Background: an optimization exercise with open tools, aiming at small area and a short achievable clock period. Do not read the settings as production practice.
The RTL was checked by simulation tests, not by an equivalence proof against the original design.
No activity file was given, so power comes from the tool's default toggle rates.

==> flow/design.v (excerpt) <==
module wwvb_core #(
    parameter signed [7:0] TZ_INIT = -8'sd5
) (
    input  wire        clk,
    input  wire        rst,
    input  wire        edge_valid,
    input  wire        edge_dir,         
    input  wire [31:0] edge_ts,          
    input  wire        bus_valid,
    input  wire        bus_we,
    input  wire [3:0]  bus_addr,
    input  wire [31:0] bus_wdata,
    output wire        bus_ready,
    output reg         bus_rvalid,
    output reg  [31:0] bus_rdata,
    output reg         rtc_wr,
    output wire [15:0] rtc_year,
    output wire [3:0]  rtc_month,
    output wire [4:0]  rtc_day,
    output wire [2:0]  rtc_wday,
    output wire [4:0]  rtc_hour,
    output wire [5:0]  rtc_minute,
    output wire [5:0]  rtc_second,
    output wire [9:0]  rtc_subsec,
    output reg         evt_valid,
    output wire [2:0]  evt_code
);
Size: ~1300 cells after synthesis, roughly 220 flip-flops, roughly 0.013 mm2 of cells after synthesis.
==> flow/config.mk <==
export PLATFORM = sky130hd
export DESIGN_NAME = wwvb_core
export DESIGN_NICKNAME = wwvb_core
export VERILOG_FILES = /design/flow/design.v
export SDC_FILE = /design/flow/constraint.sdc
export NUM_CORES = 4
export LEC_CHECK = 0
export CAP_MARGIN = 0
export CORE_MARGIN = 2
export CORE_UTILIZATION = 40
export SLEW_MARGIN = 0
==> flow/constraint.sdc <==
create_clock -name core_clock -period 45.0 [get_ports {clk}]
set_input_delay 9.0000 -clock core_clock [delete_from_list [all_inputs] [get_ports {clk}]]
set_output_delay 9.0000 -clock core_clock [all_outputs]
set_load 0.01 [all_outputs]
standard.sh (not shown) runs the stock make flow with config.mk's settings and CLKGATE_MAP_FILE= SYNTH_SCRIPT=/design/flow/synth_recipe.tcl, a recipe that flattens the netlist after the stock synthesis.
==> flow/flow/run.sh <==
#!/bin/bash
# The standard ORFS layout (standard.sh), with these changes to how the
# layout is made:
#  - synthesis maps the logic with an area-oriented ABC recipe
#    (flow/abc_map.script) in place of ORFS's delay-oriented one; it runs
#    from a copy of ORFS's scripts folder that differs only in that file,
#    so the registers and every other step are the standard ones;
#  - the port buffers are buf_1 cells instead of the larger delay-buffer
#    cells buffer_ports picks on its own;
#  - the clock tree is built from small clock buffers without dummy loads;
#  - timing repair aims for 27 ns of setup slack, which in this design only
#    the combinational bus_ready path (input to output) falls short of.
# The full make output goes to standard.log here; ORFS keeps each step's
# log under orfs/logs.
set -euo pipefail
rm -rf scripts_abc
cp -r "$FLOW_HOME/scripts" scripts_abc
cp flow/abc_map.script scripts_abc/abc_speed.script
export SCRIPTS_DIR="$PWD/scripts_abc"
export BUFFER_PORTS_ARGS="-buffer_cell sky130_fd_sc_hd__buf_1"
export CTS_ARGS="-sink_clustering_enable -repair_clock_nets -dont_use_dummy_load -buf_list sky130_fd_sc_hd__clkbuf_4 -sink_clustering_size 8 -sink_clustering_max_diameter 40"
export SETUP_SLACK_MARGIN=27
bash standard.sh > standard.log 2>&1
==> flow/flow/abc_map.script <==
strash
&get -n
&st
&syn2
&dch
&nf -a -R 1000
&st
&syn2
&dch
&nf -a -R 1000
&st
&syn2
&dch
&nf -a -R 1000
&put
topo
stime -c
Edit:
- CAP_MARGIN: 0 -> 20
- SLEW_MARGIN: 0 -> 20
Result: The new run went through all stages and came out clean. Synthesized area stays the same. Critical path depth does not change. Fmax hardly moves. Final cell count barely changes. Hold slack hardly moves. Sequential share of layout area is about the same. Global-route usage does not change. Routed wire length is about the same. Final area is about the same. Clock power barely changes. Core utilization stays flat.
Edit:
--- a/flow/flow/run.sh
+++ b/flow/flow/run.sh
@@ -19,5 +19,5 @@
 export SCRIPTS_DIR="$PWD/scripts_abc"
 export BUFFER_PORTS_ARGS="-buffer_cell sky130_fd_sc_hd__buf_1"
-export CTS_ARGS="-sink_clustering_enable -repair_clock_nets -dont_use_dummy_load -buf_list sky130_fd_sc_hd__clkbuf_4 -sink_clustering_size 8 -sink_clustering_max_diameter 40"
+export CTS_ARGS="-sink_clustering_enable -repair_clock_nets -dont_use_dummy_load -buf_list sky130_fd_sc_hd__clkbuf_8 -sink_clustering_size 16 -sink_clustering_max_diameter 40"
 export SETUP_SLACK_MARGIN=27
 bash standard.sh > standard.log 2>&1
Result:
- total power climbs by 8.9%
- final area climbs by 1.3%
- setup slack improves by 5.3 ps
- combinational power is about the same
- area after synthesis is unchanged
- clock power grows by 28%
- cell count decreases by 0.31%
- hold slack gets worse by 6.9 ps
- die area stays the same

========
## wip/yarrow
Starting RTL as in the previous note.
// wwvb_core
module wwvb_core #(
    parameter signed [7:0] TZ_INIT = -8'sd5
) (
    input  wire        clk,
    input  wire        rst,
    input  wire        edge_valid,
    input  wire        edge_dir,         
    input  wire [31:0] edge_ts,          
    input  wire        bus_valid,
    input  wire        bus_we,
    input  wire [3:0]  bus_addr,
    input  wire [31:0] bus_wdata,
    output wire        bus_ready,
    output reg         bus_rvalid,
    output reg  [31:0] bus_rdata,
    output reg         rtc_wr,
    output wire [15:0] rtc_year,
    output wire [3:0]  rtc_month,
    output wire [4:0]  rtc_day,
    output wire [2:0]  rtc_wday,
    output wire [4:0]  rtc_hour,
    output wire [5:0]  rtc_minute,
    output wire [5:0]  rtc_second,
    output wire [9:0]  rtc_subsec,
    output reg         evt_valid,
    output wire [2:0]  evt_code
);
    localparam [2:0] RES_NONE = 3'd0, RES_OK = 3'd1, RES_INCOMPLETE = 3'd2,
                     RES_INVALID = 3'd3, RES_MALFORMED = 3'd4;
    reg [31:0] last_edge_time;
    reg        have_edge;
    reg [63:0] bitseq;
    reg [6:0]  bit_len;
    reg [5:0]  sec_cnt;
    reg signed [7:0] tz;
    reg [7:0]  clk_yy;           
    reg [3:0]  clk_month;
    reg [4:0]  clk_day;
    reg [2:0]  clk_wday;
    reg [5:0]  clk_minute;
    reg [1:0]  clk_dst;
    reg [4:0]  utc_hour;
    reg        synced;
    reg [2:0]  result;
    reg [7:0]  raw_minute_r;
    reg [7:0]  raw_hour_r;
    reg [10:0] raw_doy_r;
    reg [7:0]  raw_yy_r;
    reg [1:0]  raw_dst_r;
    reg        raw_leap_r;
    reg        raw_valid;        
    reg [7:0]  snap_yy;          
    reg [3:0]  snap_month;
    reg [4:0]  snap_day;
    reg [2:0]  snap_wday;
    reg [3:0]  rd_addr;
    assign bus_ready = !rst && !edge_valid;
    wire do_edge = !rst && edge_valid;
    wire do_fall = do_edge && !edge_dir;
    wire do_bus  = !rst && !edge_valid && bus_valid;
    wire do_rd   = do_bus && !bus_we;
    wire do_wr   = do_bus && bus_we;
    reg [9:0] dur;
    reg       dc;
    integer   i;
    always @* begin
        dc = 1'b1;
        for (i = 0; i < 10; i = i + 1) begin
            dur[i] = edge_ts[i] ^ ~last_edge_time[i] ^ dc;
  ...
export LEC_CHECK = 0
export CAP_MARGIN = 20
export CORE_MARGIN = 2
export CORE_UTILIZATION = 40
export SLEW_MARGIN = 20
create_clock -name core_clock -period 45.0 [get_ports {clk}]
==> flow/flow/run.sh <==
#!/bin/bash
# The standard ORFS layout (standard.sh), with these changes to how the
# layout is made:
#  - synthesis maps the logic with an area-oriented ABC recipe
#    (flow/abc_map.script) in place of ORFS's delay-oriented one; it runs
#    from a copy of ORFS's scripts folder that differs only in that file,
#    so the registers and every other step are the standard ones;
#  - half-adder cells are left out (added to DONT_USE_CELLS): Yosys's
#    extract_fa then maps only full adders, and the half adders it would
#    have made, with the inverters around them, are left to ABC;
#  - the port buffers are buf_1 cells instead of the larger delay-buffer
#    cells buffer_ports picks on its own;
#  - the clock tree is built from small clock buffers without dummy loads;
#  - timing repair aims for 27 ns of setup slack, which in this design only
#    the combinational bus_ready path (input to output) falls short of.
# The full make output goes to standard.log here; ORFS keeps each step's
# log under orfs/logs.
set -euo pipefail
rm -rf scripts_abc
cp -r "$FLOW_HOME/scripts" scripts_abc
cp flow/abc_map.script scripts_abc/abc_speed.script
export SCRIPTS_DIR="$PWD/scripts_abc"
export DONT_USE_CELLS="sky130_fd_sc_hd__ha_1 sky130_fd_sc_hd__ha_2 sky130_fd_sc_hd__ha_4"
export BUFFER_PORTS_ARGS="-buffer_cell sky130_fd_sc_hd__buf_1"
export CTS_ARGS="-sink_clustering_enable -repair_clock_nets -dont_use_dummy_load -buf_list sky130_fd_sc_hd__clkbuf_4 -sink_clustering_size 8 -sink_clustering_max_diameter 40"
export SETUP_SLACK_MARGIN=27
bash standard.sh > standard.log 2>&1
==> flow/flow/abc_map.script <==
strash
&get -n
&st
&syn2
&dch
&nf -a -p -R 1000 -F 8 -A 8 -C 32
&st
&syn2
&dch
&nf -a -p -R 1000 -F 8 -A 8 -C 32
&st
&syn2
&dch
&nf -a -p -R 1000 -F 8 -A 8 -C 32
&put
topo
stime -c
wip/yarrow reached the end of the flow, and the finished layout is clean on the timing, design-rule and antenna checks.
Setup changes, wip/yarrow to wip/zinc
Settings: CORE_UTILIZATION now 60, was 40.
diff --git a/flow/flow/run.sh b/flow/flow/run.sh
--- a/flow/flow/run.sh
+++ b/flow/flow/run.sh
@@ -6,7 +6,4 @@
 #    from a copy of ORFS's scripts folder that differs only in that file,
 #    so the registers and every other step are the standard ones;
-#  - half-adder cells are left out (added to DONT_USE_CELLS): Yosys's
-#    extract_fa then maps only full adders, and the half adders it would
-#    have made, with the inverters around them, are left to ABC;
 #  - the port buffers are buf_1 cells instead of the larger delay-buffer
 #    cells buffer_ports picks on its own;
@@ -21,5 +18,4 @@
 cp flow/abc_map.script scripts_abc/abc_speed.script
 export SCRIPTS_DIR="$PWD/scripts_abc"
-export DONT_USE_CELLS="sky130_fd_sc_hd__ha_1 sky130_fd_sc_hd__ha_2 sky130_fd_sc_hd__ha_4"
 export BUFFER_PORTS_ARGS="-buffer_cell sky130_fd_sc_hd__buf_1"
 export CTS_ARGS="-sink_clustering_enable -repair_clock_nets -dont_use_dummy_load -buf_list sky130_fd_sc_hd__clkbuf_4 -sink_clustering_size 8 -sink_clustering_max_diameter 40"
==> flow/flow/abc_map.script <==
strash
&get -n
&st
&syn2
&dch
&nf -a -R 1000
&st
&syn2
&dch
&nf -a -R 1000
&st
&syn2
&dch
&nf -a -R 1000
&put
topo
stime -c
## What came out
Per the comparison of wip/zinc with wip/yarrow, final cell count shows a reduction of 6.3%; fraction of the mapped netlist area in compound gates held; logic depth of the worst path, buffers included went up; worst path setup slack after routing went down. Against wip/yarrow, wip/zinc comes in 0.021 ns higher on clock skew. The flow did not stop early for wip/zinc: all stages ran, and the layout cleared the timing, design-rule and antenna checks. Relative to wip/yarrow, layout overhead on the synthesized area decreased by 0.95 points in wip/zinc. Routability-driven placement congestion ratio (higher): wip/zinc. Measured against each other, wip/yarrow and wip/zinc differ in logic depth of the worst register-to-register path, the higher figure coming from wip/zinc.
Here is what was changed in the inputs of wip/juniper compared with wip/zinc.
Settings: a change of CORE_UTILIZATION from 60 to 40.
diff --git a/flow/flow/run.sh b/flow/flow/run.sh
--- a/flow/flow/run.sh
+++ b/flow/flow/run.sh
@@ -6,4 +6,7 @@
 #    from a copy of ORFS's scripts folder that differs only in that file,
 #    so the registers and every other step are the standard ones;
+#  - half-adder cells are left out (added to DONT_USE_CELLS): Yosys's
+#    extract_fa then maps only full adders, and the half adders it would
+#    have made, with the inverters around them, are left to ABC;
 #  - the port buffers are buf_1 cells instead of the larger delay-buffer
 #    cells buffer_ports picks on its own;
@@ -21,3 +24,8 @@
 export CTS_ARGS="-sink_clustering_enable -repair_clock_nets -dont_use_dummy_load -buf_list sky130_fd_sc_hd__clkbuf_4 -sink_clustering_size 8 -sink_clustering_max_diameter 40"
 export SETUP_SLACK_MARGIN=27
-bash standard.sh > standard.log 2>&1
+# The platform's DONT_USE_CELLS and the half adders, on the make command
+# line (ORFS unsets variables from the environment between its steps).
+DONT_USE=$(make -C "$FLOW_HOME" DESIGN_CONFIG="$PWD/config.mk" WORK_HOME="$PWD/orfs" \
+  print-DONT_USE_CELLS 2> print_dont_use.log | sed -n 's/^DONT_USE_CELLS: //p')
+[[ -n "$DONT_USE" ]]
+bash standard.sh "DONT_USE_CELLS=$DONT_USE sky130_fd_sc_hd__ha_1 sky130_fd_sc_hd__ha_2 sky130_fd_sc_hd__ha_4" finish > standard.log 2>&1
==> flow/flow/abc_map.script <==
strash
&get -n
&st
&syn2
&dch
&nf -a -p -R 1000 -F 8 -A 8 -C 32
&st
&syn2
&dch
&nf -a -p -R 1000 -F 8 -A 8 -C 32
&st
&syn2
&dch
&nf -a -p -R 1000 -F 8 -A 8 -C 32
&put
topo
stime -c
--- outcome ---
wip/zinc → wip/juniper: share of total power in the clock network higher; worst hold slack essentially unchanged.
Comparing wip/juniper and wip/zinc, the lower synthesized cell count was measured on wip/juniper.

========
wwvb_core, a different RTL version from the one above (not shown whole).
Size: ~170 I/O pins, ~0.013 mm² of cells after synthesis.
export LEC_CHECK = 0
export CAP_MARGIN = 20
export CORE_MARGIN = 2
export CORE_UTILIZATION = 40
export SLEW_MARGIN = 20
create_clock -name core_clock -period 45.0 [get_ports {clk}]
==> flow/flow/run.sh <==
#!/bin/bash
# The standard ORFS layout (standard.sh), with these changes to how the
# layout is made:
#  - synthesis maps the logic with an area-oriented ABC recipe
#    (flow/abc_map.script) in place of ORFS's delay-oriented one; it runs
#    from a copy of ORFS's scripts folder that differs only in that file,
#    so the registers and every other step are the standard ones;
#  - the port buffers are buf_1 cells instead of the larger delay-buffer
#    cells buffer_ports picks on its own;
#  - the clock tree is built from small clock buffers without dummy loads;
#  - timing repair aims for 27 ns of setup slack, which in this design only
#    the combinational bus_ready path (input to output) falls short of.
# The full make output goes to standard.log here; ORFS keeps each step's
# log under orfs/logs.
set -euo pipefail
rm -rf scripts_abc
cp -r "$FLOW_HOME/scripts" scripts_abc
cp flow/abc_map.script scripts_abc/abc_speed.script
export SCRIPTS_DIR="$PWD/scripts_abc"
export BUFFER_PORTS_ARGS="-buffer_cell sky130_fd_sc_hd__buf_1"
export CTS_ARGS="-sink_clustering_enable -repair_clock_nets -dont_use_dummy_load -buf_list sky130_fd_sc_hd__clkbuf_4 -sink_clustering_size 8 -sink_clustering_max_diameter 40"
export SETUP_SLACK_MARGIN=27
bash standard.sh > standard.log 2>&1
==> flow/flow/abc_map.script <==
strash
&get -n
&st
&syn2
&dch
&nf -a -R 1000
&st
&syn2
&dch
&nf -a -R 1000
&st
&syn2
&dch
&nf -a -R 1000
&put
topo
stime -c
Rerun with:
--- a/flow/flow/run.sh
+++ b/flow/flow/run.sh
@@ -9,5 +9,3 @@
 #    cells buffer_ports picks on its own;
-#  - the clock tree is built from small clock buffers without dummy loads;
-#  - timing repair aims for 27 ns of setup slack, which in this design only
-#    the combinational bus_ready path (input to output) falls short of.
+#  - the clock tree is built from small clock buffers without dummy loads.
 # The full make output goes to standard.log here; ORFS keeps each step's
@@ -21,3 +19,2 @@
 export CTS_ARGS="-sink_clustering_enable -repair_clock_nets -dont_use_dummy_load -buf_list sky130_fd_sc_hd__clkbuf_4 -sink_clustering_size 8 -sink_clustering_max_diameter 40"
-export SETUP_SLACK_MARGIN=27
 bash standard.sh > standard.log 2>&1
Result: Total power is about the same; maximum frequency went down by 1.4%; cell count barely changes; synthesized cell count stays the same; global-route usage went down by 0.27 points; critical path depth is unchanged; wire length went down by 0.78%; register-to-register slack hardly moves.
Rerun with:
--- a/flow/flow/run.sh
+++ b/flow/flow/run.sh
@@ -18,3 +18,3 @@
 export BUFFER_PORTS_ARGS="-buffer_cell sky130_fd_sc_hd__buf_1"
-export CTS_ARGS="-sink_clustering_enable -repair_clock_nets -dont_use_dummy_load -buf_list sky130_fd_sc_hd__clkbuf_4 -sink_clustering_size 8 -sink_clustering_max_diameter 40"
+export CTS_ARGS="-sink_clustering_enable -repair_clock_nets -dont_use_dummy_load -buf_list sky130_fd_sc_hd__clkbuf_4"
 bash standard.sh > standard.log 2>&1
Result:
- setup slack stays flat
- routed wire length rises by 0.65%
- via count went up by 0.75%
Rerun with:
==> flow/flow/run.sh (replaced) <==
#!/bin/bash
# The standard ORFS layout (standard.sh), with two changes to how the
# layout is made: the port buffers are buf_1 cells instead of the larger
# delay-buffer cells buffer_ports picks on its own, and the clock tree is
# built from clkbuf_4 cells in clusters of up to 10 flip-flops without dummy loads. The full make output goes
# to standard.log here; ORFS keeps each step's log under orfs/logs.
set -euo pipefail
export BUFFER_PORTS_ARGS="-buffer_cell sky130_fd_sc_hd__buf_1"
export CTS_ARGS="-sink_clustering_enable -repair_clock_nets -dont_use_dummy_load -buf_list sky130_fd_sc_hd__clkbuf_4 -sink_clustering_size 10 -sink_clustering_max_diameter 40"
bash standard.sh > standard.log 2>&1
removed: flow/flow/abc_map.script
The changed run produced a clean layout.
Fmax fell slightly.
Final area went up by a few percent.
Count of clock-buffer cells in the layout came out lower by 22.
Synthesized area increases by roughly a tenth.
Power decreases by a few percent.
Critical path depth came out higher by 1.
Clock skew increases by 31 ps.
Wire length rises by roughly a tenth.
Cell count grows by a few percent.
Hold slack got worse by 14 ps.
Setup slack loses 220 ps.

==> port drivers added, routing unchanged <==
No port has a modelled driver above. Below, the same layouts with a new extraction and two added sets of constraints. Step 1 sets driving cells, clkbuf_16 on the clock port and buf_2 on the other inputs (assumed; they add their load-dependent delay and slew). Step 2 also shifts input and output timing later by t, the mid clock arrival at the registers, as if the neighbouring blocks saw the same clock. Three values: no drivers, after step 1, after step 2; two values: the first two.
run	t, ns	slack for setup (ns)	hold WS [ns]	worst register clock-pin slew, ns	worst data-port slew with drivers (ns)
the first run of note 1	0.699	26.680 / 26.634 / 26.634	0.458 / 0.458 / 0.458	0.10 / 0.10	0.06
the second run of note 1	0.697	26.680 / 26.633 / 26.633	0.460 / 0.460 / 0.460	0.10 / 0.10	0.06
the third run of note 1	0.571	26.685 / 26.647 / 26.647	0.453 / 0.453 / 0.453	0.09 / 0.09	0.05
wip/yarrow	0.656	26.680 / 26.642 / 26.642	0.459 / 0.459 / 0.459	0.09 / 0.09	0.06
wip/zinc	0.675	26.566 / 26.520 / 26.520	0.455 / 0.455 / 0.455	0.09 / 0.09	0.06
wip/juniper	0.694	26.566 / 26.525 / 26.525	0.455 / 0.455 / 0.455	0.10 / 0.10	0.05
the first run of note 3	0.696	26.560 / 26.519 / 26.519	0.469 / 0.469 / 0.469	0.10 / 0.10	0.05
the second run of note 3	0.703	26.294 / 26.272 / 26.272	0.475 / 0.475 / 0.475	0.10 / 0.10	0.05
the third run of note 3	0.754	26.293 / 26.270 / 26.270	0.464 / 0.464 / 0.464	0.07 / 0.07	0.05
the fourth run of note 3	0.721	26.068 / 26.041 / 26.041	0.450 / 0.450 / 0.450	0.12 / 0.12	0.04
After both steps every run listed still meets setup and hold. For the second run of note 1, which loses most, drivers alone change the setup slack by -0.047 ns; drivers and shift together by -0.047 ns.
